Source: an optimization exercise on an open RTL-to-GDS flow (aim: a short achievable clock period). Production flows keep margins and buffers that such runs may drop.
In this exercise RTL edits were held to simulation tests only and were not proved equivalent to the original.
Power is estimated from default activity; no workload was simulated.

**flow/run.sh**
```bash
#!/bin/bash
# synth_recipe.tcl (not shown) runs the flow's synth.tcl, then flattens the netlist and writes it again
# the make line also repeats each setting of config.mk as NAME=value (left out here)
make -C /OpenROAD-flow-scripts/flow DESIGN_CONFIG=/design/flow/config.mk WORK_HOME=/design/flow/orfs CLKGATE_MAP_FILE= SYNTH_SCRIPT=/design/flow/synth_recipe.tcl finish
```
**flow/config.mk**
```make
export PLATFORM = sky130hd
export DESIGN_NAME = fdc_bridge_core
export DESIGN_NICKNAME = fdc_bridge_core
export VERILOG_FILES = /design/flow/design.v
export SDC_FILE = /design/flow/constraint.sdc
export NUM_CORES = 4
export LEC_CHECK = 0
export CAP_MARGIN = 20
export CORE_MARGIN = 2
export CORE_UTILIZATION = 40
export PLACE_DENSITY = 0.6
export SLEW_MARGIN = 20
```
**flow/constraint.sdc**
```tcl
create_clock -name core_clock -period 12.5 [get_ports {clk}]
set_input_delay 2.5000 -clock core_clock [delete_from_list [all_inputs] [get_ports {clk}]]
set_output_delay 2.5000 -clock core_clock [all_outputs]
set_load 0.01 [all_outputs]
```
**flow/design.v**
```verilog
module fdc_bridge_core (
    input  wire         clk,
    input  wire         rst,
    input  wire [3:0]   op,
    input  wire [1:0]   op_idx,         
    input  wire [15:0]  op_wdata,       
    input  wire         op_drive,       
    input  wire         op_level,       
    input  wire [2:0]   op_bit,         
    input  wire [127:0] key_matrix,     
    input  wire [7:0]   ctl_data_in,    
    input  wire [7:0]   ctl_reg_in,     
    output wire [15:0]  bus_rdata,
    output wire         irq,
    output wire         dmar,
    output wire         ctl_data_wr,
    output wire         ctl_data_rd,
    output wire [7:0]   ctl_data_out,
    output wire         ctl_reg_wr,
    output wire         ctl_reg_rd,
    output wire [1:0]   ctl_reg_addr,
    output wire [7:0]   ctl_reg_out,
    output wire         ctl_soft_reset,
    output wire         ctl_set_floppy,
    output wire [1:0]   ctl_floppy,
    output wire         drv_side,
    output wire [1:0]   drv_motor,
    output wire [6:0]   key_pos,
    output wire         key_pressed,
    output wire [3:0]   rep_an,
    output wire         rep_dg1
);
    localparam [3:0] OP_RD      = 4'd1,
                     OP_WR      = 4'd2,
                     OP_DRQ     = 4'd3,
                     OP_FIRQ    = 4'd4,
                     OP_RDY     = 4'd5,
                     OP_WP      = 4'd6,
                     OP_MCHG    = 4'd8,
                     OP_KTICK   = 4'd9,
                     OP_KACK    = 4'd10,
                     OP_SETMASK = 4'd11,
                     OP_SETPEND = 4'd12;
    localparam [15:0] IDX3_READ_VALUE = 16'h64C0;
    reg         bs_idle, bs_wr1, bs_wr2, bs_rd1, bs_rd2;
    reg         den, ddw;             
    reg [7:0]   dcr;
    reg [15:0]  ol;
    reg [7:0]   wl;                   
    reg         dip;
    reg [1:0]   mc;
    reg [1:0]   mci;
    reg [1:0]   wps;
    reg         sel0, sel1;           
    reg [7:0]   mask;
    reg [7:0]   pend;
    reg [127:0] kprev;
    reg [127:0] kgt;                  
    reg         kevt;
    reg         drq;
    reg         firq;
    reg [1:0]   rdy;
    wire [7:0] c = op_wdata[15:8];
    wire [7:0] d = op_wdata[7:0];
    wire is_rd   = (op == OP_RD);
    wire is_wr   = (op == OP_WR);
    wire is_drq  = (op == OP_DRQ);
    wire cw      = is_wr & (op_idx == 2'd1);       
    wire dw      = is_wr & ~op_idx[0];             
    wire dr      = is_rd & ~op_idx[0];             
    wire tc      = op_idx[1];                      
    wire rise    = is_drq & op_level & ~drq;       
    wire dcrw    = c[3] & ~c[2];                   
    wire nsel1   = ~d[3];
    wire nsel0   = d[3] & ~d[0];
    wire cw_start   = c[5] & drq & (c[4] | bs_idle);
    wire cw_rdstart = cw & cw_start & ~c[6];
    wire cw_wrstart = cw & cw_start &  c[6];
    wire rise_rd    = rise & ((bs_idle & den & ~ddw) | bs_rd1);
    assign ctl_data_wr    = ~rst & ((dw & bs_wr1) | (rise & bs_wr2));
    assign ctl_data_out   = bs_wr1 ? ~c : ~wl;
    assign ctl_data_rd    = ~rst & (rise_rd | cw_rdstart);
    assign ctl_reg_wr     = ~rst & cw & c[3] & c[2];
    assign ctl_reg_rd     = ~rst & cw & ~c[3] & c[2];
    assign ctl_reg_addr   = c[1:0];
    assign ctl_reg_out    = ~d;
    assign ctl_soft_reset = ~rst & cw & c[4];
    assign ctl_set_floppy = rst | (cw & (c[4] | (dcrw & ((nsel1 ^ sel1) | (nsel0 ^ sel0)))));
    assign ctl_floppy     = {~rst & dcrw & nsel1, ~rst & dcrw & nsel0};
    assign rep_an[0]      = ~rst & dr & ~bs_rd2;
    assign rep_an[1]      = ~rst & dw & ~bs_wr1;
    assign rep_an[2]      = ~rst & rise & bs_idle & ~den;
    assign rep_an[3]      = ~rst & rise & (bs_wr1 | bs_rd2);
    assign rep_dg1        = ~rst & cw & dcrw & ~d[3] & ~d[0];
    wire idx3 = op_idx[1] & op_idx[0];
    assign bus_rdata   = idx3 ? IDX3_READ_VALUE : ol;
    assign irq         = |(mask & pend);
    assign dmar        = bs_wr1 | bs_rd2;
    assign drv_side    = ~dcr[7];
    assign drv_motor   = {~dcr[4], ~dcr[1]};
    wire [127:0] kone = ~kgt & {1'b1, kgt[127:1]};
    reg  [6:0]   kpos_r;
    integer      j;
    always @(*) begin
        kpos_r = 7'd0;
        for (j = 0; j < 128; j = j + 1)
            if (kone[j]) kpos_r = kpos_r | j[6:0];
    end
    assign key_pos     = kpos_r;
    assign key_pressed = |(kone & kprev);
    wire [127:0] kdiff = key_matrix ^ kprev;
    wire [127:0] ka    = kdiff & kgt;
    wire [127:0] kb    = kdiff;
    wire [127:0] pa_l [0:7];
    wire [127:0] pb_l [0:7];
    assign pa_l[0] = {ka[126:0], 1'b0};
    assign pb_l[0] = {kb[126:0], 1'b0};
    genvar g, q;
    generate
        for (g = 0; g < 7; g = g + 1) begin : g_pfx
            for (q = 0; q < 128; q = q + 1) begin : g_bit
                if (q >= (1 << g)) begin : g_or
                    assign pa_l[g+1][q] = pa_l[g][q] | pa_l[g][q - (1 << g)];
                    assign pb_l[g+1][q] = pb_l[g][q] | pb_l[g][q - (1 << g)];
                end else begin : g_pass
                    assign pa_l[g+1][q] = pa_l[g][q];
                    assign pb_l[g+1][q] = pb_l[g][q];
                end
            end
        end
    endgenerate
    wire [127:0] pa    = pa_l[7];
    wire [127:0] pb    = pb_l[7];
    wire         any_a = pa[127] | ka[127];
    wire         any_b = pb[127] | kb[127];
    wire [127:0] kfirst = any_a ? (ka & ~pa) : (kb & ~pb);
    wire [127:0] kgt_new = any_a ? pa : pb;
    wire ktick = (op == OP_KTICK) & ~kevt;
    wire kupd  = ktick & any_b;
    wire srst = rst | (cw & c[4]);
    wire       dip_c  = ~c[7] & ~c[4] & dip;
    wire [1:0] mci_c  = (c[7] | c[4]) ? 2'b00 : mci;
    wire [1:0] wps_c  = c[4] ? 2'b00 : wps;
    wire [1:0] mc_c   = c[4] ? 2'b00 :
                        {mc[1] & ~(dcrw & d[5]), mc[0] & ~(dcrw & d[2])};
    always @(posedge clk) begin
        if (rst) begin
            bs_idle <= 1'b1; bs_wr1 <= 1'b0; bs_wr2 <= 1'b0;
            bs_rd1  <= 1'b0; bs_rd2 <= 1'b0;
        end else if (cw) begin
            if (cw_start) begin
                bs_idle <= 1'b0; bs_wr1 <= c[6]; bs_wr2 <= 1'b0;
                bs_rd1  <= ~c[6]; bs_rd2 <= 1'b0;
            end else if (c[4]) begin
                bs_idle <= 1'b1; bs_wr1 <= 1'b0; bs_wr2 <= 1'b0;
                bs_rd1  <= 1'b0; bs_rd2 <= 1'b0;
            end
        end else if (dw & bs_wr1) begin
            bs_wr1 <= 1'b0; bs_wr2 <= 1'b1;
        end else if (dr & bs_rd2) begin
            bs_rd2 <= 1'b0; bs_idle <= 1'b1;
        end else if (rise) begin
            if (bs_idle & den) begin
                bs_idle <= 1'b0; bs_wr1 <= ddw; bs_rd1 <= ~ddw;
            end else if (bs_wr2) begin
                bs_wr2 <= 1'b0; bs_idle <= 1'b1;
            end else if (bs_rd1) begin
                bs_rd1 <= 1'b0; bs_rd2 <= 1'b1;
            end
        end
        if (rst) begin
            den <= 1'b0; ddw <= 1'b0;
        end else if (cw) begin
            den <= c[5]; ddw <= c[6];
        end else if (((dw & bs_wr1) | (dr & bs_rd2)) & tc) begin
            den <= 1'b0;
        end
        if (rst)
            dcr <= 8'hFF;
        else if (cw & dcrw)
            dcr <= d;
        else if (cw & c[4])
            dcr <= 8'hFF;
        if (rst) begin
            sel0 <= 1'b0; sel1 <= 1'b0;
        end else if (cw & dcrw) begin
            sel0 <= nsel0; sel1 <= nsel1;
        end else if (cw & c[4]) begin
            sel0 <= 1'b0; sel1 <= 1'b0;
        end
        if (rst) begin
            ol <= 16'h0000;
        end else if (cw) begin
            if (cw_rdstart)
                ol[15:8] <= ~ctl_data_in;
            else
                ol[15:8] <= {firq, dip_c, mc_c[1], wps_c[1], rdy[1],
                             mc_c[0], wps_c[0], rdy[0]};
            if (c[2] & ~c[3])
                ol[7:0] <= ~ctl_reg_in;
            else if (~c[2] & ~c[3])
                ol[7:0] <= c[4] ? 8'hFF : dcr;
            else if (c[4])
                ol[7:0] <= 8'h00;
        end else if (rise & bs_idle & den & ~ddw) begin
            ol[15:8] <= ~ctl_data_in;
        end else if (rise & bs_rd1) begin
            ol[7:0] <= ~ctl_data_in;
        end
        if (srst)
            wl <= 8'h00;
        else if (dw & bs_wr1)
            wl <= d;
        if (rst)
            dip <= 1'b0;
        else if (cw)
            dip <= dip_c;
        else if (((dw & bs_wr1) | (dr & bs_rd2)) & tc)
            dip <= 1'b1;
        if (rst)
            mc <= 2'b00;
        else if (cw)
            mc <= mc_c;
        else if (op == OP_MCHG)
            mc[op_drive] <= 1'b1;
        if (rst)
            mci <= 2'b00;
        else if (cw)
            mci <= mci_c;
        else if (op == OP_MCHG)
            mci[op_drive] <= 1'b1;
        if (srst)
            wps <= 2'b00;
        else if (op == OP_WP) begin
            if (~op_drive & sel0) wps[0] <= ~op_level;
            if ( op_drive & sel1) wps[1] <= ~op_level;
        end
        if (srst)
            mask <= 8'h00;
        else if (op == OP_SETMASK)
            mask[op_bit] <= op_level;
        if (rst) begin
            pend <= 8'h00;
        end else if (cw) begin
            pend <= {pend[7:5] & {3{~c[4]}}, dip_c | mci_c[0] | mci_c[1],
                     pend[3:0] & {4{~c[4]}}};
        end else if (((dw & bs_wr1) | (dr & bs_rd2)) & tc) begin
            pend[4] <= 1'b1;
        end else if (op == OP_MCHG) begin
            pend[4] <= 1'b1;
        end else if (kupd) begin
            pend[0] <= 1'b1;
        end else if (op == OP_KACK) begin
            pend[0] <= 1'b0;
        end else if (op == OP_SETPEND && op_bit != 3'd0 && op_bit != 3'd4) begin
            pend[op_bit] <= op_level;
        end
        if (srst) begin
            kprev <= 128'd0;
            kgt   <= {{127{1'b1}}, 1'b0};
            kevt  <= 1'b0;
        end else if (kupd) begin
            kprev <= kprev ^ kfirst;
            kgt   <= kgt_new;
            kevt  <= 1'b1;
        end else if (op == OP_KACK) begin
            kevt  <= 1'b0;
        end
    end
    always @(posedge clk) begin
        if (!rst) begin
            if (is_drq)            drq  <= op_level;
            if (op == OP_FIRQ)     firq <= op_level;
            if (op == OP_RDY)      rdy[op_drive] <= op_level;
        end
    end
endmodule
```
==> results.txt, run 1 <==
Run status:
- The run finished with no timing, DRC or antenna violations.

Clocking:
- At the later pin of the worst-skew pair, clock insertion delay measures 0.60 ns.
- The longest clock path from root to sink contains 3 buffers.
- The number of H-tree levels is 2.
- TritonCTS built the clock tree.
- The number of resized instances in the post-cts repair step is 0.
- The root buffer cell chosen for the clock tree is clkbuf_16.
- The clock net sink count is roughly 320.
- Buffers inserted to repair hold after CTS numbered 0.
- The clock-pin slew on the worst setup and hold paths is approximately 0.06 ns.
- In this run the post-CTS setup repair buffer count came out at 0.
- The total CTS buffers is 42.

Routing:
- The number of violations reported at the end of detailed-routing iteration 0 is ~3700.
- In this run the remaining antenna-violating nets after routing total 0.
- The detailed-route wire length per cell is ~30 microns.
- Dividing the detail-routed via count by the number of cells gives 6.68.
- The number of search-and-repair iterations in the first detailed-routing pass is 9.
- The total via count after detailed routing is 27100.
- The routed wire length is ~120 mm.
- For this run, design rule violations remaining after detail routing come to 0.

Power and ir drop:
- The part of the power in the clock network is 46.6%.
- Overall power consumption after layout is estimated at 0.00270 W.
- The total internal power is 0.00192 W.
- IR analysis of the VDD net gives a maximum drop of 0.000106 V.
- The power density of the placed cells is 100 nW/um^2.
- In this run the power spent charging and discharging nets is around 0.0008 W.
- Summed over all cells, the static leakage comes to approximately 9.4 nW.
- Per report_power, the combinational group accounts for 13.5% of the total.
- Net switching is between 20% and 30% of the power.
- Sequential cells account for roughly 40% of the total power.

Final layout:
- Summing all non-filler instances in the final layout gives an area of 27000 sq um.
- After filler insertion, the fill cell instance count of the layout stands at about 5700.
- The final layout net count is 3443.
- The area growth from synthesis to layout is 20.0%.
- Leaving out fill and tap cells, the most frequent cell in the layout is nand2_1.
- The share of post-route cells with drive strength above 1 is 4.91%.
- The library cells used most frequently in the layout, excluding fill and tap cells, are nand2_1, dfxtp_1, a21oi_1.

Global routing:
- In the global route stage, overall resource usage came out at roughly 40%.
- The global-route wire length before repair is ~170 mm.
- For this run the aggregate overflow at the end of global routing stands at 0.
- The via count of the first global-routing pass came to approximately 25000.
- The initial antenna violation count is 8.
- Entering global routing, the biggest net connects 220 pins.

Synth:
- In this run, synthesis produced a sequential element count of about 320.
- The unique cell type count in the Yosys netlist is 83.
- For this run, the leading register cell type out of synthesis is dfxtp_1.
- The count of warnings emitted by yosys is 1.
- The async set-reset flop share out of synthesis is 0%.
- The post-synthesis sequential area ratio is approximately 29%.
- After synthesis, the cell types taking the most area are dfxtp_1, nand2_1, a21oi_1.
- The mapped netlist covers 22500 sq um.
- The top-area cell type share of the netlist area is between 20% and 30%.
- The number of enable-type register cells in the synthesized netlist is 4.
- Summed over all instances, the cell type with the most area after synthesis is dfxtp_1.
- In the synthesized netlist, the number of instances is roughly 3100.
- Each instance of the synthesized netlist takes up on average a little over 7 sq um.

Timing:
- Subtracting the final worst setup slack from the clock period gives 7.64 ns.
- The transition time at the pin with the least slew margin is roughly 1.3 ns.
- The final count of hold timing violations is 0.
- The worst pin sits at a relative slew slack of between 10% and 20%.
- Setup repair after global routing left no endpoint under its margin.
- Hold is met by around 0.45 ns.
- The final cycle utilization of the critical path is just over 60%.
- The count of pins over their slew limit is 0.
- Static timing analysis puts the maximum clock frequency at ~130 MHz.
- Across the routed clock network, the largest skew measured is 0.0358 ns.
- Setup total negative slack on the finished layout was measured at 0 ns.
- Setup violations remaining at the end of the flow were counted as 0.

Worst setup path:
- In this run the worst setup path terminates at ctl_data_wr.
- The kind of capture point of the worst setup path is an output port.
- The highest cell delay on the worst timing path is approximately 0.60 ns.
- The cell type with the highest occurrence count on the critical path is clkdlybuf4s50_1.
- The data arrival time of the critical path is around 5.1 ns.
- The startpoint of the lowest-slack register-to-register path is kprev[45].
- Counting both buffers and inverters, the worst setup path holds a total of 2.
- STA puts the critical path data required time at around 10 ns.
- The worst flop-to-flop path endpoint is kprev[119].
- Broken down by cell family, the worst path's largest delay share belongs to buffers and inverters.
- The number of cells on the worst reg-to-reg path is 10.
- The origin of the worst setup path is op[2].
- The number of cells on the critical path is 5.
- The launching element type of the critical path is an input pin.
- The signal on the critical path passes through clkdlybuf4s50_1, nor3_1, nand3_1, o21ai_0, clkdlybuf4s50_1.
- The maximum fanout along the worst path is 11.
- The reg-to-reg setup timing slack is 6.95 ns.
- The worst setup path is of the in2out kind.
- For this design, the slowest cell found on the critical path is clkdlybuf4s50_1.

Placed design:
- The final weighted congestion in routability-driven placement is about 1.1.
- The placement-stage cell area is between 20000 and 30000 sq um.
- The number of buffers added on ports is 232.
- The HPWL after detailed placement is around 92 mm.

Job:
- The number of maximum-capacitance constraint violations is 0.

Floorplan:
- The number of cell rows is 86.
- The area of the core region is between 50000 and 60000 sq um.
- The number of top-level pins is between 200 and 250.
- The horizontal die dimension is about 240 microns.
- The die footprint is between 50000 and 60000 sq um.
- The initial utilization of the core area, before any placement, comes to between 40% and 50%.
- The die span in y is 241 microns.

Min path:
- The path class of the tightest hold or removal check is reg2reg.
[state kept, by name, summed over array words and instances (netlist names), 2 cells and up, named ones only]
signal / flops
mc: 2
pend: 8
kprev: 127
dcr: 8
kgt: 127
wl: 8
mask: 8
ol: 16
wps: 2
mci: 2
[metal layers]
metal / up-vias / wire length, microns / track usage, %
li1: 11900 / - / -
met1: 13000 / 48000 / 52.6
met2: 1815 / 51600 / 60.9
met3: 371 / 13000 / 9.06
met4: 8 / 7220 / 20.6
met5: - / 50 / 0
[cell type report]
class	count	area [sq um]	share of cell area, %
clock inverters	10	103	0.380
well taps	748	936	3.47
multi-input cells	2562	15200	56.3
inverters	54	203	0.750
diodes	5	12.5	0.0463
clock buffers	67	1310	4.84
flip-flops and latches	324	6530	24.2
repair buffers	281	2710	10.0
[worst min-delay path, delay by kind of cell, from the launching register on]
kind               cells  cell delay (ns)
DFF                    1             0.31
AOI/OAI and AO/OA      1             0.05
and+or+nand+nor        1             0.05
[kinds of logic (layout without fill, tap and decap cells)]
logic type	after synthesis	in the layout	share of synthesized area (%)
AND/OR/NAND/NOR	1587	1587	35.5
AO/OA/AOI/OAI	720	720	20.9
flip-flops	324	324	29.0
buffers and inverters	209	412	3.93
XOR/XNOR	131	131	5.10
multiplexers	119	119	5.29
adder cells (fa/ha/maj)	5	5	0.278
other	0	5	0
[synthesized netlist by cell type (54+ instances only)]
master	count
nor3_1	106
nor4_1	87
nand2_1	537
nand3_1	181
nand4_1	117
clkbuf_1	97
mux2i_1	119
a22oi_1	96
dfxtp_1	320
xor2_1	125
nor2b_1	123
a21oi_1	245
inv_1	54
o21ai_0	108
nor2_1	201
[metrics by stage]
| step | std cells | setup WS [ns] | utilization [%] |
|---|---|---|---|
| global placement | 3968 | 4.91 | 46.1 |
| finish | 4051 | 4.86 | 48.7 |
| detailed placement | 3969 | 4.78 | 46.2 |
| CTS | 4046 | 4.89 | 48.7 |
| global route | 4046 | 4.61 | 48.7 |
| floorplan | 3095 | 5.97 | - |
[worst min path at each step]
stage | start | end | slack (ns) | cells after the start
after floorplan | wl[0] | wl[0] | 0.44 | 2
after CTS | mci[1] | mci[1] | 0.45 | 2
after detailed placement | mci[1] | mci[1] | 0.45 | 2
after global routing | mci[1] | mci[1] | 0.47 | 2
after global placement | mci[1] | mci[1] | 0.45 | 2
final | mci[1] | mci[1] | 0.45 | 2
[power groups by stage]
stage	Clock [W]	Sequential, W	Combinational [W]
2_1_floorplan	0	0.00109	0.000184
3_3_place_gp	0	0.00110	0.000354
3_5_place_dp	0	0.00110	0.000352
4_1_cts	0.00126	0.00108	0.000355
5_1_grt	0.00131	0.00108	0.000383
6_report	0.00126	0.00108	0.000365
==> run 2, diff against run 1 <==
==> flow/flow/run.sh (new file) <==
#!/bin/bash
set -euo pipefail
bash standard.sh finish SETUP_SLACK_MARGIN=7 > standard_flow.log 2>&1
==> flow/standard.sh (new file) <==
#!/bin/bash
# synth_recipe.tcl (not shown) runs the flow's synth.tcl, then flattens the netlist and writes it again
# the make line also repeats each setting of config.mk as NAME=value (left out here)
make -C /OpenROAD-flow-scripts/flow DESIGN_CONFIG=/design/flow/config.mk WORK_HOME=/design/flow/orfs CLKGATE_MAP_FILE= SYNTH_SCRIPT=/design/flow/synth_recipe.tcl "${@:-finish}"
removed: flow/run.sh
==> results.txt, run 2 <==
Run status:
- The run finished with no timing, DRC or antenna violations.

Floorplan:
- Measured along the x axis, the die boundary spans between 200 and 250 microns.
- The number of cell rows is 86.
- The area of the core region is between 50000 and 60000 sq um.
- The effective utilization at floorplan is between 40% and 50%.
- approximately 230 I/O pins were placed.
- The die span in y is between 200 and 250 microns.
- The die footprint is roughly 58000 sq um.

Timing:
- The smallest hold slack is between 0.4 and 0.5 ns.
- For the pin with the worst max-slew slack, the measured transition is approximately 1.1 ns.
- Setup repair after global routing could not meet its margin everywhere.
- The worst pin sits at a relative slew slack of approximately 22%.
- The worst path needs 6.18 ns of the cycle, external delays included.
- The final cycle utilization of the critical path is about half.
- The number of setup violations in the final report is 0.
- The clock arrives with about 0.024 ns of skew.
- The count of pins over their slew limit is 0.
- The final count of hold timing violations came to 0.
- Setup total negative slack on the finished layout was measured at 0 ns.
- The highest achievable clock rate is between 150 and 200 MHz.

Min path:
- The capture endpoint of the worst hold path is wl[1].
- The number of cells on the worst hold path is 2.
- The worst hold path class is reg2reg.
- The worst hold path begins at wl[1].

Worst setup path:
- For the worst setup path, the data arrival time is approximately 3.7 ns.
- The family with the most delay on the worst path is simple AND/OR/NAND/NOR gates.
- The worst flop-to-flop path endpoint is kprev[93].
- The type of the worst setup path is in2out.
- Walking the worst path, the cells encountered are buf_12, nor2b_4, nand4b_1, buf_12, nor2_4, and3_4, buf_6.
- The count of buffer and inverter cells on the critical path is 3.
- The library cell contributing the largest single delay on the critical path is nand4b_1.
- The required time at the endpoint of the critical path is about 10 ns.
- Counting stages on the worst path, the most repeated cell is buf_12.
- The launching element type of the critical path is an input pin.
- The maximum fanout along the worst path is 8.
- The startpoint of the lowest-slack register-to-register path is kprev[122].
- The reg-to-reg setup timing slack is around 8.6 ns.
- The cell count of the worst reg-to-reg path is 14.
- In this run the worst setup path begins at op[0].
- The worst setup path is captured at an output port.
- On the worst path, the slowest cell contributes a delay of 0.24 ns.

Power and ir drop:
- The leakage power summed over all cells is ~12 nW.
- The peak supply drop is 0.0000847 V.
- The power density of the placed cells is 86.3 nW/um^2.
- After layout, the design draws a total of 0.00275 W.

Final layout:
- The largest registers in the layout are kgt: 127 flops, kprev: 127 flops, ol: 16 flops.
- The area used by sequential logic in the layout is approximately 6600 sq um.
- Fill cells in the final layout number ~5200.
- The layout overhead on the synthesized area is 41.3%.
- Leaving out fill and tap cells, the most frequent cells in the layout are nand2_1, dfxtp_1, a21oi_1.
- The share of post-route cells with drive strength above 1 is approximately 22%.
- The area used by multi-input combinational logic is roughly 17000 sq um.
- The final layout net count is between 3000 and 4000.
- The final design area excluding fillers is 31800 sq um.
- The library cell used most frequently in the layout, excluding fill and tap cells, is nand2_1.

Routing:
- For this block, the routed nets add up to 135 mm of wire.
- In the final routed layout, each cell accounts on average for roughly 31 microns.
- The number of violations reported at the end of detailed-routing iteration 0 is roughly 4200.
- The final antenna-violating net count is 0.
- After detailed routing, the number of vias per cell comes to 6.78.
- The remaining routing DRC violations is 0.
- The number of search-and-repair iterations in the first detailed-routing pass is 7.
- The total via count after detailed routing is 29200.

Clocking:
- Clock latency on the worst-skew pair, taken at its later pin, is ~0.6 ns.
- The longest clock path from root to sink contains 3 buffers.
- The total CTS buffers is 41.
- The tree is rooted in a clkbuf_16.
- The H-tree was split into 2 levels.
- CTS saw 324 sinks.
- After clock tree synthesis, the clock-pin slew on the worst setup and hold paths is approximately 0.050 ns.
- The clock tree from TritonCTS is done.

Synth:
- The unique cell type count in the Yosys netlist is between 80 and 90.
- The number of instances in the synthesized netlist is about 3100.
- After synthesis, the cell types taking the most area are dfxtp_1, nand2_1, a21oi_1.
- The library cell with the largest summed area after synthesis is dfxtp_1.
- The synthesized design contains 4 enable-type register cells.
- The most used flip-flop cell after synthesis is dfxtp_1.
- In this run the cell area of the synthesized design comes to 22500 sq um.
- The synthesized area per cell is slightly above 7 sq um.
- The most common cell in the synthesized netlist is nand2_1.
- The share of the Yosys chip area taken by registers is about 29%.
- The async set-reset flop share out of synthesis is 0%.
- For this run, the number of Yosys warnings is 1.
- Ranked by instance count, the synthesized netlist is headed by nand2_1, dfxtp_1, a21oi_1.
- In this run, synthesis produced a sequential element count of about 320.
- The top-area cell type share of the netlist area is 28.5%.

Placed design:
- The congestion estimate from routability-driven global placement came to 1.03.
- Port buffering added about 230 buffers.
- The HPWL after detailed placement is roughly 93 mm.
- Once placement finished, the instance area stood at 25800 sq um.

Global routing:
- In the global route stage, met2 resource usage came out at between 60% and 70%.
- Entering global routing, the biggest net connects between 90 and 100 pins.
- The initial antenna violation count is 10.
- The routing usage on met1 is approximately 55%.
- met2 is the most crowded layer.
- For this run, global-route usage on met3 was measured as a little under an eighth.
- The global route total overflow is 0.
- The first global-routing pass estimated ~190 mm of wire.
- Global routing used a little over two fifths of the available tracks across all layers.
- The via count of the first global-routing pass is between 20000 and 30000.

Job:
- The tool flagged a number of max-cap violations equal to 0.
[run 2: cell counts after synthesis]
No cell type changed its count.
[run 2: worst register-to-register path, cell delays in order, from the launching register on]
cell and delay, ns:
dfxtp_1 0.62, xor2_2 0.18, or4_4 0.57, or4_4 0.56
nor3_4 0.27, nand4_1 0.19, buf_4 0.18, buf_4 0.14
o21ai_4 0.18, buf_12 0.18, buf_16 0.16, buf_12 0.13
buf_6 0.25, a21oi_1 0.09, mux2i_1 0.12
[run 2: cells by family after synthesis]
kind of cell / synth area share (%)
adder cells (fa/ha/maj): 0.278
buffers and inverters: 3.93
AND/OR/NAND/NOR: 35.5
XOR/XNOR: 5.10
multiplexers: 5.29
flip-flops: 29.0
AO/OA/AOI/OAI: 20.9
[run 2: worst max-delay path by stage]
stage | to | depth (start not counted) | slack [ns]
2_1_floorplan | ctl_set_floppy | 7 | 6.52
3_3_place_gp | kprev[51] | 12 | 4.85
3_5_place_dp | kprev[51] | 13 | 4.77
4_1_cts | ctl_data_rd | 8 | 6.46
5_1_grt | ctl_reg_wr | 7 | 6.31
6_report | ctl_reg_wr | 7 | 6.32
[run 2: per-stage QoR]
stage	worst slack (ns)	std cells	util (%)
after floorplan	6.52	3095	-
after global placement	4.85	3982	46.5
after detailed placement	4.77	3982	46.5
after CTS	6.46	4203	54.0
after global routing	6.31	4298	57.4
final	6.32	4301	57.4
[run 2: power breakdown]
| part | total [W] | leakage, nW | internal, W | switching, W |
|---|---|---|---|---|
| sequential | 0.00108 | 2.61 | 0.00105 | 0.0000294 |
| clock | 0.00120 | 0.633 | 0.000679 | 0.000518 |
| combinational | 0.000469 | 8.80 | 0.000191 | 0.000278 |
| total | 0.00275 | 12.0 | 0.00192 | 0.000826 |
[run 2: final cells by class]
type | instances | area share (%)
repair buffers | 537 | 17.6
inverters | 54 | 0.645
well taps | 748 | 2.94
clock inverters | 14 | 0.334
flip-flops and latches | 324 | 20.7
diodes | 5 | 0.0393
clock buffers | 54 | 3.70
multi-input cells | 2565 | 54.0
[run 2: repair_timing]
item	in CTS	in global routing
hold buffers	0	0
resized for setup	624	204
pin swaps	87	63
gates cloned	17	14
endpoints found under the setup margin	312	217
endpoints found under the hold margin	0	0
setup buffers	136	79
[run 2: routing by layer]
| metal | routed length, microns | part of all wire, % |
|---|---|---|
| met1 | 49900 | 37 |
| met4 | 11600 | 8.6 |
| met2 | 56400 | 42 |
| met3 | 17300 | 13 |
| met5 | 42 | 0.031 |
==> run 3, diff against run 2 <==
--- a/flow/design.v
+++ b/flow/design.v
@@ -77,21 +77,36 @@
     wire cw_rdstart = cw & cw_start & ~c[6];
     wire cw_wrstart = cw & cw_start &  c[6];
     wire rise_rd    = rise & ((bs_idle & den & ~ddw) | bs_rd1);
-    assign ctl_data_wr    = ~rst & ((dw & bs_wr1) | (rise & bs_wr2));
+    wire s_wr2  = bs_wr2 & ~drq;
+    wire s_rdr  = ~drq & ((bs_idle & den & ~ddw) | bs_rd1);
+    wire s_an2  = ~drq & bs_idle & ~den;
+    wire s_an3  = ~drq & (bs_wr1 | bs_rd2);
+    wire s_none = ~sel0 & ~sel1;
+    fdc_o_data_wr  u_data_wr  (.rst(rst), .op(op), .idx0(op_idx[0]), .lvl(op_level),
+                               .s_wr1(bs_wr1), .s_wr2(s_wr2), .y(ctl_data_wr));
+    fdc_o_data_rd  u_data_rd  (.rst(rst), .op(op), .idx(op_idx), .lvl(op_level),
+                               .c(c[6:4]), .s_rdr(s_rdr), .drq(drq), .s_idle(bs_idle),
+                               .y(ctl_data_rd));
+    fdc_o_cw       u_reg_wr   (.rst(rst), .op(op), .idx(op_idx), .a(c[3]), .b(c[2]),
+                               .y(ctl_reg_wr));
+    fdc_o_cw       u_reg_rd   (.rst(rst), .op(op), .idx(op_idx), .a(~c[3]), .b(c[2]),
+                               .y(ctl_reg_rd));
+    fdc_o_cw       u_soft_rst (.rst(rst), .op(op), .idx(op_idx), .a(c[4]), .b(1'b1),
+                               .y(ctl_soft_reset));
+    fdc_o_setfl    u_setfl    (.rst(rst), .op(op), .idx(op_idx), .c(c[4:2]), .d3(d[3]), .d0(d[0]),
+                               .s_none(s_none), .s_d0(sel0), .s_d1(sel1), .y(ctl_set_floppy));
+    fdc_o_floppy   u_floppy   (.rst(rst), .c(c[3:2]), .d3(d[3]), .d0(d[0]), .y(ctl_floppy));
+    fdc_o_an01     u_an0      (.rst(rst), .op(op), .opc(4'd1), .idx0(op_idx[0]), .s(~bs_rd2),
+                               .y(rep_an[0]));
+    fdc_o_an01     u_an1      (.rst(rst), .op(op), .opc(4'd2), .idx0(op_idx[0]), .s(~bs_wr1),
+                               .y(rep_an[1]));
+    fdc_o_an23     u_an2      (.rst(rst), .op(op), .lvl(op_level), .s(s_an2), .y(rep_an[2]));
+    fdc_o_an23     u_an3      (.rst(rst), .op(op), .lvl(op_level), .s(s_an3), .y(rep_an[3]));
+    fdc_o_dg1      u_dg1      (.rst(rst), .op(op), .idx(op_idx), .c(c[3:2]), .d3(d[3]), .d0(d[0]),
+                               .y(rep_dg1));
     assign ctl_data_out   = bs_wr1 ? ~c : ~wl;
-    assign ctl_data_rd    = ~rst & (rise_rd | cw_rdstart);
-    assign ctl_reg_wr     = ~rst & cw & c[3] & c[2];
-    assign ctl_reg_rd     = ~rst & cw & ~c[3] & c[2];
     assign ctl_reg_addr   = c[1:0];
     assign ctl_reg_out    = ~d;
-    assign ctl_soft_reset = ~rst & cw & c[4];
-    assign ctl_set_floppy = rst | (cw & (c[4] | (dcrw & ((nsel1 ^ sel1) | (nsel0 ^ sel0)))));
-    assign ctl_floppy     = {~rst & dcrw & nsel1, ~rst & dcrw & nsel0};
-    assign rep_an[0]      = ~rst & dr & ~bs_rd2;
-    assign rep_an[1]      = ~rst & dw & ~bs_wr1;
-    assign rep_an[2]      = ~rst & rise & bs_idle & ~den;
-    assign rep_an[3]      = ~rst & rise & (bs_wr1 | bs_rd2);
-    assign rep_dg1        = ~rst & cw & dcrw & ~d[3] & ~d[0];
     wire idx3 = op_idx[1] & op_idx[0];
     assign bus_rdata   = idx3 ? IDX3_READ_VALUE : ol;
     assign irq         = |(mask & pend);
@@ -110,7 +125,7 @@
     assign key_pressed = |(kone & kprev);
     wire [127:0] kdiff = key_matrix ^ kprev;
     wire [127:0] ka    = kdiff & kgt;
-    wire [127:0] kb    = kdiff;
+    wire [127:0] kb    = kdiff | kone;    
     wire [127:0] pa_l [0:7];
     wire [127:0] pb_l [0:7];
     assign pa_l[0] = {ka[126:0], 1'b0};
@@ -132,11 +147,11 @@
     wire [127:0] pa    = pa_l[7];
     wire [127:0] pb    = pb_l[7];
     wire         any_a = pa[127] | ka[127];
-    wire         any_b = pb[127] | kb[127];
-    wire [127:0] kfirst = any_a ? (ka & ~pa) : (kb & ~pb);
-    wire [127:0] kgt_new = any_a ? pa : pb;
+    wire         any_d = |kdiff;
+    wire [127:0] kfirst  = kdiff & (any_a ? (kgt & ~pa) : ~pb);
+    wire [127:0] kgt_new = pa | ({128{~any_a}} & pb);
     wire ktick = (op == OP_KTICK) & ~kevt;
-    wire kupd  = ktick & any_b;
+    wire kupd  = ktick & any_d;
     wire srst = rst | (cw & c[4]);
     wire       dip_c  = ~c[7] & ~c[4] & dip;
     wire [1:0] mci_c  = (c[7] | c[4]) ? 2'b00 : mci;
@@ -259,10 +274,10 @@
             kprev <= 128'd0;
             kgt   <= {{127{1'b1}}, 1'b0};
             kevt  <= 1'b0;
-        end else if (kupd) begin
+        end else if (ktick) begin
             kprev <= kprev ^ kfirst;
             kgt   <= kgt_new;
-            kevt  <= 1'b1;
+            kevt  <= any_d;
         end else if (op == OP_KACK) begin
             kevt  <= 1'b0;
         end
@@ -275,3 +290,45 @@
         end
     end
 endmodule
+module fdc_o_data_wr (input wire rst, input wire [3:0] op, input wire idx0,
+                      input wire lvl, input wire s_wr1, input wire s_wr2,
+                      output wire y);
+    assign y = ~rst & ~op[3] & ~op[2] & op[1] &
+               ((~op[0] & ~idx0 & s_wr1) | (op[0] & lvl & s_wr2));
+endmodule
+module fdc_o_data_rd (input wire rst, input wire [3:0] op, input wire [1:0] idx,
+                      input wire lvl, input wire [6:4] c, input wire s_rdr,
+                      input wire drq, input wire s_idle, output wire y);
+    assign y = ~rst & ~op[3] & ~op[2] & op[1] &
+               ((op[0] & lvl & s_rdr) |
+                (~op[0] & ~idx[1] & idx[0] & c[5] & ~c[6] & drq & (c[4] | s_idle)));
+endmodule
+module fdc_o_cw (input wire rst, input wire [3:0] op, input wire [1:0] idx,
+                 input wire a, input wire b, output wire y);
+    assign y = ~rst & ~op[3] & ~op[2] & op[1] & ~op[0] & ~idx[1] & idx[0] & a & b;
+endmodule
+module fdc_o_setfl (input wire rst, input wire [3:0] op, input wire [1:0] idx,
+                    input wire [4:2] c, input wire d3, input wire d0,
+                    input wire s_none, input wire s_d0, input wire s_d1,
+                    output wire y);
+    wire mism = (s_none & ~(d3 & d0)) | (s_d0 & ~(d3 & ~d0)) | (s_d1 & d3);
+    assign y = rst | (~op[3] & ~op[2] & op[1] & ~op[0] & ~idx[1] & idx[0] &
+                      (c[4] | (c[3] & ~c[2] & mism)));
+endmodule
+module fdc_o_floppy (input wire rst, input wire [3:2] c, input wire d3, input wire d0,
+                     output wire [1:0] y);
+    assign y = {~rst & c[3] & ~c[2] & ~d3, ~rst & c[3] & ~c[2] & d3 & ~d0};
+endmodule
+module fdc_o_an01 (input wire rst, input wire [3:0] op, input wire [3:0] opc,
+                   input wire idx0, input wire s, output wire y);
+    assign y = ~rst & (op == opc) & ~idx0 & s;
+endmodule
+module fdc_o_an23 (input wire rst, input wire [3:0] op, input wire lvl, input wire s,
+                   output wire y);
+    assign y = ~rst & ~op[3] & ~op[2] & op[1] & op[0] & lvl & s;
+endmodule
+module fdc_o_dg1 (input wire rst, input wire [3:0] op, input wire [1:0] idx,
+                  input wire [3:2] c, input wire d3, input wire d0, output wire y);
+    assign y = ~rst & ~op[3] & ~op[2] & op[1] & ~op[0] & ~idx[1] & idx[0] &
+               c[3] & ~c[2] & ~d3 & ~d0;
+endmodule
==> flow/flow/run.sh (replaced) <==
#!/bin/bash
set -euo pipefail
bash standard.sh finish SETUP_SLACK_MARGIN=7 \
  "BUFFER_PORTS_ARGS=-buffer_cell sky130_fd_sc_hd__buf_4" > standard_flow.log 2>&1
--- a/flow/config.mk
+++ b/flow/config.mk
@@ -10,3 +10,4 @@
 export CORE_UTILIZATION = 40
 export PLACE_DENSITY = 0.6
 export SLEW_MARGIN = 20
+export SYNTH_HIERARCHICAL = 1
==> results.txt, run 3 <==
Synth:
- For this run, the register share of the synthesized area comes to a little over a quarter.
- In the synthesized netlist the dominant register cell turns out to be dfxtp_1.
- The share of synthesized area in the top cell type comes to 26.9%.
- The async set-reset flop share out of synthesis is 0%.
- The most common cell in the synthesized netlist is nand2_1.
- The mapped netlist covers about 24000 sq um.
- The post-synthesis sequential element count is around 320.
- The largest total area in the synthesized netlist belongs to dfxtp_1.
- The count of warnings emitted by yosys is 7.
- The synthesized area per cell is approximately 7 sq um.
- Synthesis instantiated 96 different standard cells from the library.
- The synthesized design contains 4 enable-type register cells.
- The number of instances in the synthesized netlist is ~3300.
- Ranked by instance count, the synthesized netlist is headed by nand2_1, dfxtp_1, nor2_1.
- In the post-synthesis netlist, the biggest area contributors are dfxtp_1, nand2_1, mux2i_1.

Routing:
- The first routing iteration left around 4200 violations.
- For this block, the via count after detailed routing is between 20000 and 30000.
- After detailed routing, the number of remaining DRC violations is 0.
- The detailed-route wire length per cell is slightly below 30 microns.
- The number of vias per cell after detailed routing is around 6.6.
- The number of search-and-repair iterations in the first detailed-routing pass is 7.
- The routed wire length is 128 mm.
- Once detail routing completed, the nets flagged for antenna violations numbered 0.

Floorplan:
- The number of top-level pins is 233.
- The horizontal die dimension is ~250 microns.
- The initial utilization of the core area, before any placement, comes to 40.4%.
- The die footprint is approximately 62000 sq um.
- In this run the vertical extent of the chip is 248 microns.
- The number of cell rows is 89.
- In this run the standard cell core region covers ~59000 sq um.

Worst setup path:
- Data on the critical path arrives at its endpoint at 3.41 ns.
- The critical path goes through buf_12, buf_8, xnor2_2, nand3_1, nor4_2, buf_4.
- In this design, the stage delay of the slowest critical-path cell is between 0.2 and 0.3 ns.
- The library cell contributing the largest single delay on the critical path is nor4_2.
- The maximum fanout along the worst path is 7.
- The required time at the endpoint of the critical path is about 10 ns.
- STA classifies the critical path endpoint as an output port.
- The worst setup path is launched from an input pin.
- The worst setup path is of the in2out kind.
- The reg-to-reg setup timing slack is roughly 8.4 ns.

Timing:
- The aggregate negative setup slack is 0 ns.
- The smallest hold slack is between 0.4 and 0.5 ns.
- The worst-case headroom to the max-slew limit is about 21%.
- In the finished design, the share of the clock period the worst path needs comes to about 47%.
- Setup repair after global routing could not meet its margin everywhere.
- The final count of hold timing violations is 0.
- The number of setup violations in the final report is 0.
- Clock skew on the completed layout was measured at ~0.025 ns.
- The transition time at the pin with the least slew margin is ~1.2 ns.
- The final period demand of the worst path is ~5.9 ns.
- Timing would allow up to about 170 MHz.
- The count of pins over their slew limit is 0.

Job:
- The number of maximum-capacitance constraint violations is 0.

Global routing:
- Global routing finished with a remaining overflow of 0.
- For this run, the total global-route usage over all layers was measured as roughly two fifths.
- The pin count of the biggest net entering global routing is 92.
- The via count of the first global-routing pass is roughly 26000.
- The global-route wire length before repair is around 180 mm.
- The initial antenna violation count came to 5.

Final layout:
- The post-route netlist has between 10% and 20% of its cells at a drive strength greater than 1.
- Compared with the post-synthesis result, the final layout area differs by 26.4%.
- The leading cell type in the layout, fill and taps excluded is nand2_1.
- The utilization of the core after routing is 51.1%.
- Counting the fill cells in the layout gives between 5000 and 6000.
- With fillers left out, the area of the finished cells amounts to between 30000 and 40000 sq um.
- The library cells used most frequently in the layout, excluding fill and tap cells, are nand2_1, buf_4, dfxtp_1.
- For this run, the post-layout net count is 3775.

Clocking:
- The H-tree generated during clock tree synthesis spans 2 levels.
- The clock root buffer master is clkbuf_16.
- The clock passes through at most 3 buffers.
- The clock-pin slew on the worst setup and hold paths is approximately 0.060 ns.
- The clock net sink count is between 300 and 400.
- In this run, CTS created clock tree buffers numbering between 40 and 50.
- At the later pin of the worst-skew pair, clock insertion delay measures ~0.60 ns.
- TritonCTS built the clock tree.

Power and ir drop:
- VDD sags by at most approximately 0.00011 V.
- Summed over all cells, the static leakage comes to ~11 nW.
- Dividing total power by cell area gives a power density of slightly above 90 nW/um^2.

Min path:
- The worst hold path class is reg2reg.

Placed design:
- The placement-stage cell area is about 26000 sq um.
- Detailed placement ended at an HPWL of between 90 and 100 mm.
- The final weighted congestion in routability-driven placement is roughly 1.1.
- The number of buffers added on ports is 232.

Run status:
- The flow ran to the end and the layout has no timing, DRC or antenna violations.
==> run 3: changes by cell type after synthesis, moves of 22 or more <==
cell	before	now
clkbuf_1	97	122
nand2_1	537	569
nor3_1	106	129
nor2_1	201	315
nor4_1	87	133
inv_1	54	32
a21oi_1	245	177
o21ai_0	108	134
==> run 3: report_power, final <==
part	leakage (nW)	switching [W]	total, W	internal [W]
logic	8.08	0.000246	0.000389	0.000142
registers	2.62	0.00000946	0.00105	0.00104
clock network	0.708	0.000540	0.00130	0.000763
total	11.4	0.000796	0.00274	0.00195
==> run 3: cell families after synthesis <==
group / synth area share, %
fa+ha+maj: 0.263
other cells: 0.0315
compound gates: 18.9
flops: 27.4
xor+xnor: 5.04
buf+inv: 3.36
simple gates: 39.1
mux: 5.94
==> run 3: timing repair <==
item                                    4_1_cts  5_1_grt
hold endpoints to repair                      0        0
hold buffers                                  0        0
gates resized for setup                     157      107
buffers inserted                             47       34
pin swaps                                    44       48
endpoints found under the setup margin      268      173
gates cloned                                  9        5
==> run 3: modules after synthesis, one instance, submodules excluded <==
module,cell area [sq um],flip-flops and latches,copies in the design,cells inside
fdc_o_cw,30.0,0,3,3
fdc_o_data_rd,46.3,0,1,6
fdc_o_setfl,60.1,0,1,10
fdc_o_an01,56.3,0,2,7
fdc_o_floppy,25.0,0,1,3
fdc_o_dg1,36.3,0,1,4
fdc_o_an23,23.8,0,2,2
fdc_bridge_core,23400,324,1,3271
fdc_o_data_wr,32.5,0,1,4
==> run 3: layout make-up <==
type,instances,area (sq um),area share (%)
multi-input cells,2813,17400,57.9
flip-flops and latches,324,6560,21.8
repair buffers,384,3580,11.9
clock buffers,55,1160,3.85
well taps,773,967,3.21
clock inverters,23,279,0.927
inverters,32,124,0.412
diodes,4,10.0,0.0333
==> run 3: final timing paths <==
check,startpoint,end,depth (start not counted)
max,op[2],rep_an[0],6
min,wl[7],wl[7],2
max reg2reg,register,register,9
min reg2reg,wl[7],wl[7],2
==> run 3: worst max-delay path: cells and delay by family <==
family        cells  cell delay [ns]
simple gates      2             0.39
xor+xnor          1             0.11
buf+inv           3             0.42
==> run 3: per-stage QoR <==
stage / power, W / setup WS (ns) / instances
2_1_floorplan: 0.00124 / 6.81 / 3332
3_3_place_gp: 0.00141 / 5.21 / 4231
3_5_place_dp: 0.00141 / 5.11 / 4231
4_1_cts: 0.00272 / 6.61 / 4365
5_1_grt: 0.00281 / 6.52 / 4404
6_report: 0.00274 / 6.59 / 4408
==> run 3: routing by layer <==
layer  track usage [%]  routed length (microns)  vias to the layer above
li1                  -                        -                    12900
met1              51.5                    49400                    13700
met2              58.2                    52800                     2083
met3              10.5                    16400                      504
met4              24.2                     9740                        2
met5                 0                       12                        -
==> run 4, diff against run 3 <==
==> flow/flow/run.sh (replaced) <==
#!/bin/bash
set -euo pipefail
bash standard.sh finish SETUP_SLACK_MARGIN=7 > standard_flow.log 2>&1
==> results.txt, run 4 <==
Clocking:
- The total CTS buffers is 41.
- The number of H-tree levels is 2.
- The post-cts hold buffer count is 0.
- TritonCTS built the clock tree.
- Counting along the longest clock path gives a buffer depth of 3.
- The clock net sink count is 324.
- The clock insertion delay at the later pin of the skew report is about 0.6 ns.
- Clock-pin slew was measured on the worst setup and hold paths at roughly 0.06 ns.
- The tree is rooted in a clkbuf_16.

Timing:
- Between clock sinks in the finished design, the worst skew comes to ~0.022 ns.
- After layout, the minimum clock period comes to 6.00 ns.
- Setup violations remaining at the end of the flow were counted as 0.
- The final count of hold timing violations is 0.
- For the pin with the worst max-slew slack, the measured transition is approximately 1.0 ns.
- Hold timing on the final database bottoms out at a slack of between 0.4 and 0.5 ns.
- The aggregate negative setup slack is 0 ns.
- Derived from the worst setup path, the maximum achievable clock frequency is between 150 and 200 MHz.
- Setup repair after global routing could not meet its margin everywhere.
- In the finished design, the share of the clock period the worst path needs comes to a little under half.
- The count of pins over their slew limit was 0.
- The worst-case headroom to the max-slew limit is roughly 30%.

Power and ir drop:
- The analysis attributes to net switching a power of approximately 0.0008 W.
- The fraction of power consumed by combinational cells is between 10% and 20%.
- Net switching is between 20% and 30% of the power.
- The clock network burns 47.7% of the power.
- The worst-case IR drop observed on VDD is about 0.00013 V.
- The share of total power dissipated in sequential elements is between 30% and 40%.
- Internal power comes to between 0.0015 and 0.002 W.
- Power spread over the standard cell area amounts to roughly 88 nW/um^2.
- The post-layout total power is 0.00282 W.
- Summed over all cells, the static leakage comes to approximately 12 nW.

Floorplan:
- The effective utilization at floorplan is 40.4%.
- The floorplan step defined a core boundary enclosing 58900 sq um.
- Pin placement for this block handled 233 I/O pins.
- The die footprint is slightly above 60000 sq um.
- The die is between 200 and 250 microns tall.
- The number of cell rows is 89.
- The horizontal die dimension is 248 microns.

Worst setup path:
- The required time at the endpoint of the critical path is around 10 ns.
- The data arrival time of the critical path is roughly 3.5 ns.
- The kind of capture point of the worst setup path is an output port.
- In this design, the largest share of critical-path delay is due to simple AND/OR/NAND/NOR gates.
- For this run, the slowest stage of the critical path takes around 0.5 ns.
- The critical path goes through buf_12, buf_12, or4b_4, a21oi_2, buf_2.
- The number of buffers and inverters on the critical path is 3.
- The library cell contributing the largest single delay on the critical path is or4b_4.
- The type of the worst setup path is in2out.
- The critical path runs through a total of 5 cells.
- The maximum fanout along the worst path is 6.
- The launching element type of the critical path is an input pin.
- Counting cells, the worst reg-to-reg path comes to 11.
- The cell type with the highest occurrence count on the critical path is buf_12.

Synth:
- For this run, the number of Yosys warnings is 7.
- Averaged over all synthesized cells, the footprint is 7.16 sq um.
- After Yosys synthesis, full adders, half adders and majority gates account for 0.263% of the synthesized area.
- The post-synthesis share of cell area spent on and, or, nand and nor gates is between 30% and 40%.
- The largest family of logic cells by synthesized area is simple AND/OR/NAND/NOR gates.
- dfxtp_1 takes more of the synthesized area than any other cell.
- In this run, synthesis inferred 4 flip-flops with an integrated enable.
- For this run, the register share of the synthesized area comes to ~27%.
- The multiplexer area fraction after synthesis is ~6%.
- In the synthesized netlist the dominant register cell turns out to be dfxtp_1.
- In this run the biggest area consumer among cell types represents a little over a quarter of the synthesized area.
- The synthesized netlist devotes approximately a fifth of its cell area to compound gates.
- The number of instances in the synthesized netlist is roughly 3300.
- The area of the mapped netlist is 23800 sq um.
- The most common cell in the synthesized netlist is nand2_1.
- Ranked by total cell area, the synthesized netlist is headed by dfxtp_1, nand2_1, mux2i_1.
- Counting flops with an async set or reset pin after synthesis yields a share of 0%.
- By count the netlist is led by nand2_1, dfxtp_1, nor2_1.
- The xor/xnor cell area share of the yosys netlist is around 5%.
- The post-synthesis sequential element count is ~320.
- After synthesis, the netlist uses 96 different library cells.

Final layout:
- Leaving out fill and tap cells, the most frequent cell in the layout is nand2_1.
- The library cells used most frequently in the layout, excluding fill and tap cells, are nand2_1, nor2_1, dfxtp_1.
- Counting the fill cells in the layout gives about 5700.
- The share of post-route cells with drive strength above 1 is a little under a fifth.
- The final layout contains between 3000 and 4000 nets.
- The final design area excluding fillers is ~32000 sq um.
- The area growth from synthesis to layout is 34.1%.

Min path:
- In this run the worst hold path is classified as reg2reg.
- The worst hold path passes through 2 cells.

Global routing:
- The via count of the first global-routing pass was 28200.
- The global-route wire length before repair is roughly 200 mm.
- The initial antenna violation count is 15.
- Entering global routing, the biggest net connects between 150 and 200 pins.
- The total overflow left after global routing is 0.
- The combined global-route utilization of all metal layers is 44.6%.

Job:
- Across the run, the number of max-cap violations was 0.

Routing:
- The number of vias per cell after detailed routing is 6.90.
- Once detail routing completed, the nets flagged for antenna violations numbered 0.
- The wire length on met3 is around 19 mm.
- Summed over all nets, wire length on met2 after detailed routing comes to roughly 60 mm.
- For this block, the initial DRC count from the detailed router was 4352.
- The routed wire length is around 140 mm.
- The detailed-route wire length on metal 1 is between 50 and 60 mm.
- The first TritonRoute pass finished after 8 iterations.
- The detailed-route wire length per cell is about 32 microns.
- The highest metal layer used by the detailed router is met5.
- After detailed routing, the number of remaining DRC violations is 0.
- The total via count after detailed routing is approximately 31000.

Placed design:
- Once placement finished, the instance area stood at 27100 sq um.
- The congestion estimate from routability-driven global placement came to around 1.1.
- Port buffering added between 200 and 250 buffers.
- The HPWL after detailed placement is between 100 and 150 mm.

Run status:
- The flow ran to the end and the layout has no timing, DRC or antenna violations.
## run 4: worst paths after layout
path / slack [ns] / endpoint / start
min: 0.46 / wl[7] / wl[7]
min reg2reg: 0.46 / wl[7] / wl[7]
max reg2reg: 8.74 / register / kgt[1]
max: 6.50 / ctl_data_wr / rst
## run 4: cells by family after synthesis
family,after synthesis
xor+xnor,137
buf+inv,196
compound gates,685
other cells,2
fa+ha+maj,5
flops,324
simple gates,1835
mux,141
## run 4: final cells by class
type,instances,area [sq um],share of cell area [%]
timing repair buffer,450,4620,14.4
clock buffer,50,1100,3.45
clock inverter,25,368,1.15
antenna,11,27.5,0.0861
tap,773,967,3.03
inverter,32,124,0.388
sequential,324,6580,20.6
multi-input combinational,2815,18200,56.9
## run 4: per-layer routing
layer | vias up | GRT usage, %
met3 | 652 | 12.0
li1 | 13000 | -
met5 | - | 0.477
met2 | 2553 | 67.7
met4 | 8 | 28.2
met1 | 14700 | 55.8
## run 4: worst min-delay path: cells and delay by family, from the launching register on
kind | cells | cell delay, ns
AO/OA/AOI/OAI | 1 | 0.05
AND/OR/NAND/NOR | 1 | 0.05
flip-flops | 1 | 0.31
## run 4: timing repair
item | 4_1_cts | 5_1_grt
endpoints found under the setup margin | 334 | 229
buffers inserted | 104 | 30
cloned | 14 | 9
resized for setup | 596 | 151
endpoints found under the hold margin | 0 | 0
pin swaps | 62 | 47
## run 4: through the flow
| step | setup WS [ns] | instances | utilization [%] |
|---|---|---|---|
| CTS | 6.50 | 4430 | 52.3 |
| global route | 6.48 | 4474 | 54.2 |
| floorplan | 6.81 | 3332 | - |
| global placement | 4.96 | 4236 | 46.0 |
| finish | 6.50 | 4480 | 54.2 |
| detailed placement | 4.87 | 4237 | 46.1 |
## run 4: Yosys stat by module (local to each module, per instance)
module | cells | cell area, sq um
fdc_o_setfl | 10 | 60.1
fdc_o_floppy | 3 | 25.0
fdc_o_dg1 | 4 | 36.3
fdc_o_data_rd | 6 | 46.3
fdc_bridge_core | 3271 | 23400
fdc_o_data_wr | 4 | 32.5
fdc_o_cw | 3 | 30.0
fdc_o_an01 | 7 | 56.3
fdc_o_an23 | 2 | 23.8
## run 4: power groups by stage
| stage | Clock [W] | Sequential, W | Combinational [W] |
|---|---|---|---|
| 3_5_place_dp | 0 | 0.00107 | 0.000358 |
| 5_1_grt | 0.00139 | 0.00105 | 0.000439 |
| 6_report | 0.00135 | 0.00105 | 0.000424 |
| 2_1_floorplan | 0 | 0.00107 | 0.000171 |
| 4_1_cts | 0.00135 | 0.00105 | 0.000395 |
| 3_3_place_gp | 0 | 0.00107 | 0.000356 |

static timing again, ports no longer ideal:
The results above use ideal ports. As a check the final layouts listed here were re-extracted and re-timed, cells and wires unchanged. Step 1, drivers: a clkbuf_16 drives clk and a buf_2 each remaining input, both assumed. Step 2 moves the port delays by t, midway between the first and last clock arrival at a register: inputs arrive t later, outputs are due t later. That takes back most of the time a late clock gives input paths. Slacks: ideal / step 1 / step 2; pairs: ideal / step 1.
run | t, ns | slack for setup (ns) | worst register clock-pin slew, ns | worst data-port slew with drivers (ns) | cell pins on the clock port's net
run 1 | 0.649 | 4.859 / 4.828 / 4.482 | 0.06 / 0.06 | 0.11 | 1
run 2 | 0.656 | 6.324 / 6.243 / 6.243 | 0.07 / 0.07 | 0.11 | 1
run 3 | 0.651 | 6.586 / 6.486 / 6.370 | 0.07 / 0.07 | 0.18 | 1
run 4 | 0.660 | 6.503 / 6.451 / 6.306 | 0.08 / 0.08 | 0.12 | 1
After both steps setup and hold are still met in every run listed. For run 1, which loses most, drivers alone change the setup slack by -0.031 ns; drivers and shift together by -0.377 ns.
